From an optimization exercise on the open Yosys and OpenROAD flow, aimed at small area, a short achievable clock period and few clock cycles per item; shortcuts taken in it are not production practice.
RTL that was checked went through simulation tests only; none was proved equivalent to the original.
Power is estimated from default activity; no workload was simulated.

before:
// freq_counter
module freq_counter (
    input  wire        clk,
    input  wire        rst,           
    input  wire        cmd_valid,
    output wire        cmd_ready,
    input  wire [7:0]  cmd_opc,
    input  wire [7:0]  cmd_sym,
    input  wire        in_valid,
    output wire        in_ready,
    input  wire [31:0] in_data,       
    input  wire [2:0]  in_nbytes,     
    input  wire        in_last,       
    input  wire        in_err,        
    output reg         done,
    output reg  [3:0]  err,
    output reg  [15:0] result,
    output reg         freq_valid
);
clock: 8.0 ns
lec_check: 0
cap_margin: 20
core_margin: 2
core_utilization: 55
cts_cluster_diameter: 100
cts_cluster_size: 25
place_density: 0.65
setup_slack_margin: 5.0
slew_margin: 20
run.sh (not shown) runs the stock make flow with config.mk's settings and CLKGATE_MAP_FILE= SYNTH_SCRIPT=/design/flow/synth_recipe.tcl, a recipe that flattens the netlist after the stock synthesis.
Testbench counts of before, summed over its fixed seeds: cycles 28,816, bytes 62,843.
### before -> after
-- flow/design.v --
<<< before, line 188
    wire        go       = exec || direct;
    wire [31:0] cur_ring = slot_v ? slot_ring : (32'd1 << cmd_sym[7:3]);
    wire        cur_count = slot_v && slot_count;
    wire [3:0] rx_part [0:NX];
    assign rx_part[0] = 4'd0;
>>> after, line 188
    wire        go       = exec || direct;
    wire [31:0] cur_ring = slot_v ? slot_ring : (32'd1 << cmd_sym[7:3]);
    wire        cur_ill   = slot_v && slot_ill;
    wire        cur_clear = slot_v && slot_clear;
    wire        cur_count = slot_v && slot_count;
    wire        cur_read  = slot_v ? slot_read  : c_read;
    wire        cur_total = slot_v ? slot_total : c_total;
    wire [3:0] rx_part [0:NX];
    assign rx_part[0] = 4'd0;
<<< before, line 208
    endgenerate
    wire [HW+LW:0] rd_ent = rd_part[NR];
    wire        rd_shp = |(slot_ring & tap_hp);      
    wire [3:0]  rd_top = slot_v ? rd_ext + {3'd0, rd_shp | rd_wait}
                                : {3'd0, rd_ent[HW+LW]};
    wire [15:0] rd_val = {rd_top, rd_ent[HW+LW-1:0]};
    wire       streaming_n = !rst && (streaming ? !(in_fire && (in_last || in_err)) && !bq_end
                                                : (exec && slot_count));
    wire [3:0] clr_cnt_n   = rst ? S[3:0] :
                             ((exec && (slot_count || slot_clear)) || fail) ? S[3:0] :
                             clearing ? clr_cnt - 4'd1 : 4'd0;
    wire       slot_v_n    = !rst && ((cmd_fire && !direct) || (slot_v && !exec));
>>> after, line 212
    endgenerate
    wire [HW+LW:0] rd_ent = rd_part[NR];
    wire [3:0]  rd_top = slot_v ? rd_ext + {3'd0, rd_ent[HW+LW] | rd_wait}
                                : {3'd0, rd_ent[HW+LW]};
    wire [15:0] rd_val = {rd_top, rd_ent[HW+LW-1:0]};
    wire       streaming_n = !rst && (streaming ? !(in_fire && (in_last || in_err)) && !bq_end
                                                : (go && cur_count));
    wire [3:0] clr_cnt_n   = rst ? S[3:0] :
                             ((go && (cur_count || cur_clear)) || fail) ? S[3:0] :
                             clearing ? clr_cnt - 4'd1 : 4'd0;
    wire       slot_v_n    = !rst && ((cmd_fire && !direct) || (slot_v && !exec));
<<< before, line 272
                    freq_valid <= 1'b0;
                end
            end else begin
                if (slot_v) begin
                    err    <= slot_ill ? ERR_ILLEGAL : ERR_NONE;
                    result <= (slot_ill || !(slot_read || slot_total)) ? 16'd0 :
                              slot_read ? rd_val : total;
                end else begin
                    err    <= ERR_NONE;
                    result <= cmd_opc[0] ? total : rd_val;
                end
            end
            if (go)
                done <= !cur_count;
            if (exec && !slot_ill && (slot_clear || slot_count)) begin
                total      <= 16'd0;
                freq_valid <= 1'b0;
            end
            if (exec && !slot_ill && slot_count)
                acc <= 16'd0;
        end
    end
>>> after, line 275
                    freq_valid <= 1'b0;
                end
            end
            if (go) begin
                done   <= !cur_count;
                err    <= cur_ill ? ERR_ILLEGAL : ERR_NONE;
                result <= 16'd0;
                if (!cur_ill) begin
                    if (cur_clear || cur_count) begin
                        total      <= 16'd0;
                        freq_valid <= 1'b0;
                    end
                    if (cur_count)
                        acc <= 16'd0;
                    if (cur_read)
                        result <= rd_val;
                    if (cur_total)
                        result <= total;
                end
            end
        end
    end
[summary]
- On multiplexer share of the synthesized area, before and after are neck and neck.
- Looking at sum of routed wire length over all layers across both flows, after is the stronger of the two, with before trailing.
- Diff before -> after | post-layout minimum cycle time | increase of 0.56 ns
- Relative to before, the static power due to leakage measured on after has decreased slightly.
- Looking at category of the critical setup timing path, the flop to output port result is from before; the input pin to flop one comes from after.
- On area of the die, before and after are basically level.
No functional check of the RTL was part of after.

---

alpha:
freq_counter, a different RTL version from the one above (not shown whole).
Size in the first run: ~9800 cells after synthesis, ~4000 flip-flops, roughly 81 I/O pins, roughly 130000 um^2 of cells after synthesis.
clock: 8.0 ns
lec_check: 0
cap_margin: 20
core_margin: 2
core_utilization: 55
cts_cluster_diameter: 100
cts_cluster_size: 25
place_density: 0.65
setup_slack_margin: 5.0
slew_margin: 20
Setup changes, alpha to beta
diff --git a/flow/design.v b/flow/design.v
--- a/flow/design.v
+++ b/flow/design.v
@@ -33,20 +33,21 @@
     reg  [2:0]  t;             
     reg  [3:0]  clr_cnt;       
     reg         streaming;     
     reg  [15:0] acc;           
     reg  [15:0] total;
     reg         in_ready_q;
     reg         cmd_ready_q;
     reg         slot_v;
     reg         slot_ill, slot_clear, slot_count, slot_read, slot_total;
     reg  [7:0]  slot_sym;
+    reg  [31:0] slot_ring;     
     reg  [15:0] lan [0:3];     
     reg  [15:0] lbn [0:3];     
     reg         bq_v;          
     reg  [2:0]  bq_n;
     reg         bq_last, bq_err;
     reg         settle;        
     assign cmd_ready = cmd_ready_q;
     assign in_ready  = in_ready_q;
     wire cmd_fire = cmd_valid && cmd_ready_q;
     wire in_fire  = in_valid && in_ready_q;
@@ -178,43 +179,46 @@
     wire [NX-1:0] x_used;
     generate
         for (x = 0; x < NX; x = x + 1) begin : xu
             assign x_used[x] = (x_cnt[x] != 4'd0);
         end
     endgenerate
     wire        x_any    = pv || (x_used != {NX{1'b0}});
     wire        direct   = cmd_fire && idle &&
                            (c_total || (c_read && (cmd_sym[2:0] == t) && !x_any));
     wire        go       = exec || direct;
-    wire [7:0]  cur_sym  = slot_v ? slot_sym : cmd_sym;
-    wire [31:0] cur_ring = 32'd1 << cur_sym[7:3];
+    wire [31:0] cur_ring = slot_v ? slot_ring : (32'd1 << cmd_sym[7:3]);
+    wire        cur_ill   = slot_v && slot_ill;
+    wire        cur_clear = slot_v && slot_clear;
     wire        cur_count = slot_v && slot_count;
+    wire        cur_read  = slot_v ? slot_read  : c_read;
+    wire        cur_total = slot_v ? slot_total : c_total;
     wire [3:0] rx_part [0:NX];
     assign rx_part[0] = 4'd0;
     generate
         for (x = 0; x < NX; x = x + 1) begin : xr
             assign rx_part[x+1] = rx_part[x] |
                                   ((x_cnt[x] != 4'd0 && x_tag[x] == slot_sym) ? x_cnt[x] : 4'd0);
         end
     endgenerate
     wire [3:0] rd_ext  = rx_part[NX];
     wire       rd_wait = pv && (pb == slot_sym);    
     wire [HW+LW:0] rd_part [0:NR];
     assign rd_part[0] = {(HW+LW+1){1'b0}};
     generate
         for (g = 0; g < NR; g = g + 1) begin : rsel
             assign rd_part[g+1] = rd_part[g] |
                                   ({(HW+LW+1){cur_ring[g]}} & {tap_hp[g], tap_hi[g], tap_low[g]});
         end
     endgenerate
     wire [HW+LW:0] rd_ent = rd_part[NR];
-    wire        rd_shp = tap_hp[slot_sym[7:3]];      
+    wire        rd_shp = |(slot_ring & tap_hp);      
     wire [3:0]  rd_top = slot_v ? rd_ext + {3'd0, rd_shp | rd_wait}
                                 : {3'd0, rd_ent[HW+LW]};
     wire [15:0] rd_val = {rd_top, rd_ent[HW+LW-1:0]};
     wire       streaming_n = !rst && (streaming ? !(in_fire && (in_last || in_err)) && !bq_end
                                                 : (exec && slot_count));
     wire [3:0] clr_cnt_n   = rst ? S[3:0] :
                              ((exec && (slot_count || slot_clear)) || fail) ? S[3:0] :
                              clearing ? clr_cnt - 4'd1 : 4'd0;
     wire       slot_v_n    = !rst && ((cmd_fire && !direct) || (slot_v && !exec));
     always @(posedge clk) begin
@@ -224,20 +228,21 @@
         slot_v      <= slot_v_n;
         cmd_ready_q <= !slot_v_n;
         in_ready_q  <= streaming_n && (clr_cnt_n <= 4'd1) && !(in_fire && near);
         if (cmd_fire) begin
             slot_ill   <= c_ill;
             slot_clear <= c_clear;
             slot_count <= c_count;
             slot_read  <= c_read;
             slot_total <= c_total;
             slot_sym   <= cmd_sym;
+            slot_ring  <= 32'd1 << cmd_sym[7:3];
         end
     end
     integer k;
     always @(posedge clk) begin
         bq_v    <= !rst && in_fire;
         bq_n    <= in_nbytes;
         bq_last <= in_last;
         bq_err  <= in_err;
         settle  <= !rst && bq_v;
         for (k = 0; k < 4; k = k + 1) begin
@@ -263,31 +268,26 @@
                 err  <= bq_err ? ERR_IO : acc_sum[16] ? ERR_OVERFLOW : ERR_NONE;
                 if (!fail) begin
                     result     <= acc_sum[15:0];
                     total      <= acc_sum[15:0];
                     freq_valid <= 1'b1;
                 end else begin
                     result     <= 16'd0;
                     total      <= 16'd0;
                     freq_valid <= 1'b0;
                 end
-            end else begin
-                if (slot_v) begin
-                    err    <= slot_ill ? ERR_ILLEGAL : ERR_NONE;
-                    result <= (slot_ill || !(slot_read || slot_total)) ? 16'd0 :
-                              slot_read ? rd_val : total;
-                end else begin
-                    err    <= ERR_NONE;
-                    result <= cmd_opc[0] ? total : rd_val;
-                end
-            end
-            if (go)
-                done <= !cur_count;
+            end
+            if (go) begin
+                done   <= !cur_count;
+                err    <= cur_ill ? ERR_ILLEGAL : ERR_NONE;
+                result <= (cur_ill || !(cur_read || cur_total)) ? 16'd0 :
+                          cur_read ? rd_val : total;
+            end
             if (exec && !slot_ill && (slot_clear || slot_count)) begin
                 total      <= 16'd0;
                 freq_valid <= 1'b0;
             end
             if (exec && !slot_ill && slot_count)
                 acc <= 16'd0;
         end
     end
 endmodule
--- outcome ---
Re setup slack of the worst register-to-register path: beta is 0.03 ns down on alpha. Taking alpha over beta, the number of ordinary inverters in the final layout ratio works out to 1.13. When the final numbers for alpha and beta were put side by side, the layout overhead on the synthesized area turned out to be greater in alpha. On beta: sum of routed wire segments on met1 is about 2.8% lower than what alpha gave. Taking alpha as the reference, in beta peak fanout along the critical path lower, relative contribution of sequential cells to total power increased by 1.1 points relative to the old numbers. Run comparison: beta end of the critical path result[3]; alpha end of the critical path result[0]. Sequential share of cell area, alpha and beta, higher one = beta. Changes observed in beta relative to alpha: switching power -3.5%, total via count after detailed routing dropped about 1.3%, total power saw a decrease, combinational power went down by 34%. Looking at global-route wire length before repair, beta sits 1.5% below alpha. beta: all stages complete, timing, DRC and antenna checks passed. alpha | status: complete | timing, DRC, antenna: pass. Compare alpha and beta | peak clock frequency supported by timing higher: alpha.
No functional check of the RTL was part of any run of this note.

---

job 101:
Another version of the RTL of freq_counter (not shown whole).
Size: roughly 4000 flip-flops, about 0.14 mm^2 of cells after synthesis.
clock: 8.0 ns
lec_check: 0
cap_margin: 20
core_margin: 2
core_utilization: 55
cts_cluster_diameter: 100
cts_cluster_size: 25
place_density: 0.65
setup_slack_margin: 4.7
slew_margin: 20
Testbench counts of job 101, summed over its fixed seeds: cycles 28,776, bytes 62,843.
[inputs] job 102 vs job 101
--- a/flow/design.v
+++ b/flow/design.v
@@ -35,17 +35,16 @@
     reg         streaming;     
     reg  [15:0] acc;           
     reg  [15:0] total;
     reg         in_ready_q;
     reg         cmd_ready_q;
     reg         slot_v;
     reg         slot_ill, slot_clear, slot_count, slot_read, slot_total;
     reg  [7:0]  slot_sym;
-    reg  [31:0] slot_ring;     
     reg  [NR-1:0] lgn [0:3];   
     reg  [S-1:0]  lpn [0:3];   
     reg         bq_v;          
     reg  [2:0]  bq_n;
     reg         bq_last, bq_err;
     reg         settle;        
     assign cmd_ready = cmd_ready_q;
     assign in_ready  = in_ready_q;
@@ -152,39 +151,30 @@
             if (clearing)
                 x_cnt[xi] <= 4'd0;
             else if (scan_hp && (x_hit[xi] || (x_hit == {NX{1'b0}} && x_first[xi])))
                 x_cnt[xi] <= x_cnt[xi] + 4'd1;
             if (scan_hp && x_hit == {NX{1'b0}} && x_first[xi])
                 x_tag[xi] <= scan_bin;
         end
     end
-    wire [3:0] rx_part [0:NX];
-    assign rx_part[0] = 4'd0;
+    wire [3:0] rd_part [0:NX];
+    assign rd_part[0] = 4'd0;
     generate
         for (x = 0; x < NX; x = x + 1) begin : xr
-            assign rx_part[x+1] = rx_part[x] |
+            assign rd_part[x+1] = rd_part[x] |
                                   ((x_cnt[x] != 4'd0 && x_tag[x] == slot_sym) ? x_cnt[x] : 4'd0);
         end
     endgenerate
-    wire [3:0] rd_ext = rx_part[NX];
+    wire [3:0] rd_ext = rd_part[NX];
     wire aligned = (slot_sym[2:0] == t);
     wire idle    = !streaming && !bq_v && !settle && !clearing;
     wire exec    = slot_v && idle && (!slot_read || aligned);
-    wire [HW+LW:0] rd_part [0:NR];
-    assign rd_part[0] = {(HW+LW+1){1'b0}};
-    generate
-        for (g = 0; g < NR; g = g + 1) begin : rsel
-            assign rd_part[g+1] = rd_part[g] |
-                                  ({(HW+LW+1){slot_ring[g]}} & {tap_hp[g], tap_hi[g], tap_low[g]});
-        end
-    endgenerate
-    wire [HW+LW:0] rd_ent = rd_part[NR];
-    wire [3:0]  rd_top = rd_ext + {3'd0, rd_ent[HW+LW]};
-    wire [15:0] rd_val = {rd_top, rd_ent[HW+LW-1:0]};
+    wire [3:0]  rd_top = rd_ext + {3'd0, tap_hp[slot_sym[7:3]]};
+    wire [15:0] rd_val = {rd_top, tap_hi[slot_sym[7:3]], tap_low[slot_sym[7:3]]};
     wire       streaming_n = !rst && (streaming ? !(in_fire && (in_last || in_err)) && !bq_end
                                                 : (exec && slot_count));
     wire       busy_n      = !rst && (streaming || bq_v || (exec && slot_count));
     wire [3:0] clr_cnt_n   = rst ? S[3:0] :
                              ((exec && (slot_count || slot_clear)) || fail) ? S[3:0] :
                              clearing ? clr_cnt - 4'd1 : 4'd0;
     wire [2:0] t_n         = rst ? 3'd0 : t + 3'd1;
     wire       slot_v_n    = !rst && (cmd_fire || (slot_v && !exec));
@@ -201,17 +191,16 @@
         in_ready_q  <= streaming_n && (clr_cnt_n <= 4'd1) && !(in_fire && near);
         if (cmd_fire) begin
             slot_ill   <= c_ill;
             slot_clear <= c_clear;
             slot_count <= c_count;
             slot_read  <= c_read;
             slot_total <= c_total;
             slot_sym   <= cmd_sym;
-            slot_ring  <= 32'd1 << cmd_sym[7:3];
         end
     end
     integer k;
     always @(posedge clk) begin
         bq_v    <= !rst && in_fire;
         bq_n    <= in_nbytes;
         bq_last <= in_last;
         bq_err  <= in_err;
[summary]
- Job 102: non-clock buffer count is about 33% higher than what job 101 reported.
- Looking at post-synthesis instance area, job 102 sits about 0.7% lower than job 101 does.
- Part of the cycle the worst path needs: job 101 vs job 102, no meaningful difference
- Job 102 against job 101: final area saw a decrease; switching share of power level; utilization rose 0.34 points; number of cells in the finished layout apart from fillers now sits lower.
Only the layout flow was run in job 102; the RTL was not checked for function there.

---

freq_counter, a different RTL version from the one above (not shown whole).
Size: roughly 9700 cells after synthesis, ~81 I/O pins, about 0.13 sq mm of cells after synthesis.
export LEC_CHECK = 0
export CAP_MARGIN = 20
export CORE_MARGIN = 2
export CORE_UTILIZATION = 55
export CTS_CLUSTER_DIAMETER = 100
export CTS_CLUSTER_SIZE = 25
export PLACE_DENSITY = 0.65
export SETUP_SLACK_MARGIN = 5.0
export SLEW_MARGIN = 20
create_clock -name core_clock -period 8.0 [get_ports {clk}]
Testbench counts at the start, summed over its fixed seeds: cycles 28,816, bytes 62,843.
==> next run, changes <==
--- a/flow/design.v
+++ b/flow/design.v
@@ -167,62 +167,53 @@
             if (x_upd) pv <= 1'b0;
             if (ps != NX) ps <= ps + 4'd1;
         end
         for (xi = 1; xi < NX; xi = xi + 1) begin
             x_tag[xi] <= x_tag[xi-1];
             x_cnt[xi] <= clearing ? 4'd0 : x_cnt[xi-1];
         end
         x_tag[0] <= (pv && x_grab) ? pb : x_tag[NX-1];
         x_cnt[0] <= clearing ? 4'd0 : x_cnt[NX-1] + {3'd0, x_upd};
     end
     wire        idle     = !streaming && !bq_v && !settle && !clearing;
     wire        exec     = slot_v && idle && (!slot_read || (slot_sym[2:0] == t));
-    wire [NX-1:0] x_used;
-    generate
-        for (x = 0; x < NX; x = x + 1) begin : xu
-            assign x_used[x] = (x_cnt[x] != 4'd0);
-        end
-    endgenerate
-    wire        x_any    = pv || (x_used != {NX{1'b0}});
-    wire        direct   = cmd_fire && idle &&
-                           (c_total || (c_read && (cmd_sym[2:0] == t) && !x_any));
+    wire        direct   = cmd_fire && idle && (!c_read || (cmd_sym[2:0] == t));
     wire        go       = exec || direct;
+    wire [7:0]  cur_sym  = slot_v ? slot_sym : cmd_sym;
     wire [31:0] cur_ring = slot_v ? slot_ring : (32'd1 << cmd_sym[7:3]);
-    wire        cur_ill   = slot_v && slot_ill;
-    wire        cur_clear = slot_v && slot_clear;
-    wire        cur_count = slot_v && slot_count;
+    wire        cur_ill   = slot_v ? slot_ill   : c_ill;
+    wire        cur_clear = slot_v ? slot_clear : c_clear;
+    wire        cur_count = slot_v ? slot_count : c_count;
     wire        cur_read  = slot_v ? slot_read  : c_read;
     wire        cur_total = slot_v ? slot_total : c_total;
     wire [3:0] rx_part [0:NX];
     assign rx_part[0] = 4'd0;
     generate
         for (x = 0; x < NX; x = x + 1) begin : xr
             assign rx_part[x+1] = rx_part[x] |
-                                  ((x_cnt[x] != 4'd0 && x_tag[x] == slot_sym) ? x_cnt[x] : 4'd0);
+                                  ((x_cnt[x] != 4'd0 && x_tag[x] == cur_sym) ? x_cnt[x] : 4'd0);
         end
     endgenerate
     wire [3:0] rd_ext  = rx_part[NX];
-    wire       rd_wait = pv && (pb == slot_sym);    
+    wire       rd_wait = pv && (pb == cur_sym);     
     wire [HW+LW:0] rd_part [0:NR];
     assign rd_part[0] = {(HW+LW+1){1'b0}};
     generate
         for (g = 0; g < NR; g = g + 1) begin : rsel
             assign rd_part[g+1] = rd_part[g] |
                                   ({(HW+LW+1){cur_ring[g]}} & {tap_hp[g], tap_hi[g], tap_low[g]});
         end
     endgenerate
     wire [HW+LW:0] rd_ent = rd_part[NR];
-    wire        rd_shp = |(slot_ring & tap_hp);      
-    wire [3:0]  rd_top = slot_v ? rd_ext + {3'd0, rd_shp | rd_wait}
-                                : {3'd0, rd_ent[HW+LW]};
+    wire [3:0]  rd_top = rd_ext + {3'd0, rd_ent[HW+LW] | rd_wait};
     wire [15:0] rd_val = {rd_top, rd_ent[HW+LW-1:0]};
     wire       streaming_n = !rst && (streaming ? !(in_fire && (in_last || in_err)) && !bq_end
                                                 : (go && cur_count));
     wire [3:0] clr_cnt_n   = rst ? S[3:0] :
                              ((go && (cur_count || cur_clear)) || fail) ? S[3:0] :
                              clearing ? clr_cnt - 4'd1 : 4'd0;
     wire       slot_v_n    = !rst && ((cmd_fire && !direct) || (slot_v && !exec));
     always @(posedge clk) begin
         t           <= rst ? 3'd0 : t + 3'd1;
         clr_cnt     <= clr_cnt_n;
         streaming   <= streaming_n;
         slot_v      <= slot_v_n;
@@ -270,24 +261,29 @@
                     result     <= acc_sum[15:0];
                     total      <= acc_sum[15:0];
                     freq_valid <= 1'b1;
                 end else begin
                     result     <= 16'd0;
                     total      <= 16'd0;
                     freq_valid <= 1'b0;
                 end
             end
             if (go) begin
                 done   <= !cur_count;
                 err    <= cur_ill ? ERR_ILLEGAL : ERR_NONE;
-                result <= (cur_ill || !(cur_read || cur_total)) ? 16'd0 :
-                          cur_read ? rd_val : total;
-            end
-            if (exec && !slot_ill && (slot_clear || slot_count)) begin
-                total      <= 16'd0;
-                freq_valid <= 1'b0;
-            end
-            if (exec && !slot_ill && slot_count)
-                acc <= 16'd0;
+                result <= 16'd0;
+                if (!cur_ill) begin
+                    if (cur_clear || cur_count) begin
+                        total      <= 16'd0;
+                        freq_valid <= 1'b0;
+                    end
+                    if (cur_count)
+                        acc <= 16'd0;
+                    if (cur_read)
+                        result <= rd_val;
+                    if (cur_total)
+                        result <= total;
+                end
+            end
         end
     end
 endmodule
After rerunning: The new run completed with no timing, DRC or antenna violations. Wire length went up by 1.1%. Via count came out lower by 0.32%. Clock power is about the same. Sequential power hardly moves. Total power hardly moves. Setup slack gets worse by 370 ps.
Function not checked in the second run of this note: the RTL went through the layout flow alone.

[re-timing with driven ports]
The results above use ideal ports. As a check the final layouts listed here were re-extracted and re-timed, cells and wires unchanged.
Step 1: set_driving_cell puts a clkbuf_16 on clk and a buf_2 on each other input, an assumption about the parent block.
Step 2 also shifts input and output timing later by t, the mid clock arrival at the registers, as if the neighbouring blocks saw the same clock.
Slacks: no drivers / after step 1 / after step 2; pairs: no drivers / after step 1.
run | shift t [ns] | setup slack, ns | hold slack, ns | clock arrival spread, ns
before | 0.963 | 4.946 / 4.853 / 4.043 | 0.291 / 0.291 / 0.291 | 0.059 / 0.060
after | 0.956 | 4.384 / 4.375 / 3.419 | 0.310 / 0.310 / 0.310 | 0.056 / 0.056
alpha | 0.964 | 4.912 / 4.901 / 3.953 | 0.268 / 0.268 / 0.268 | 0.089 / 0.089
beta | 0.962 | 4.756 / 4.822 / 3.860 | 0.269 / 0.269 / 0.269 | 0.076 / 0.076
job 101 | 0.964 | 4.755 / 4.718 / 4.054 | 0.309 / 0.309 / 0.309 | 0.047 / 0.047
job 102 | 0.975 | 4.756 / 4.662 / 3.857 | 0.300 / 0.300 / 0.300 | 0.059 / 0.059
the first run of note 4 | 0.975 | 4.873 / 4.867 / 3.955 | 0.313 / 0.313 / 0.313 | 0.055 / 0.055
the second run of note 4 | 0.973 | 4.506 / 4.556 / 3.583 | 0.297 / 0.297 / 0.297 | 0.066 / 0.066
After both steps every run listed still meets setup and hold. For after, which loses most, drivers alone change the setup slack by -0.009 ns; drivers and shift together by -0.965 ns.
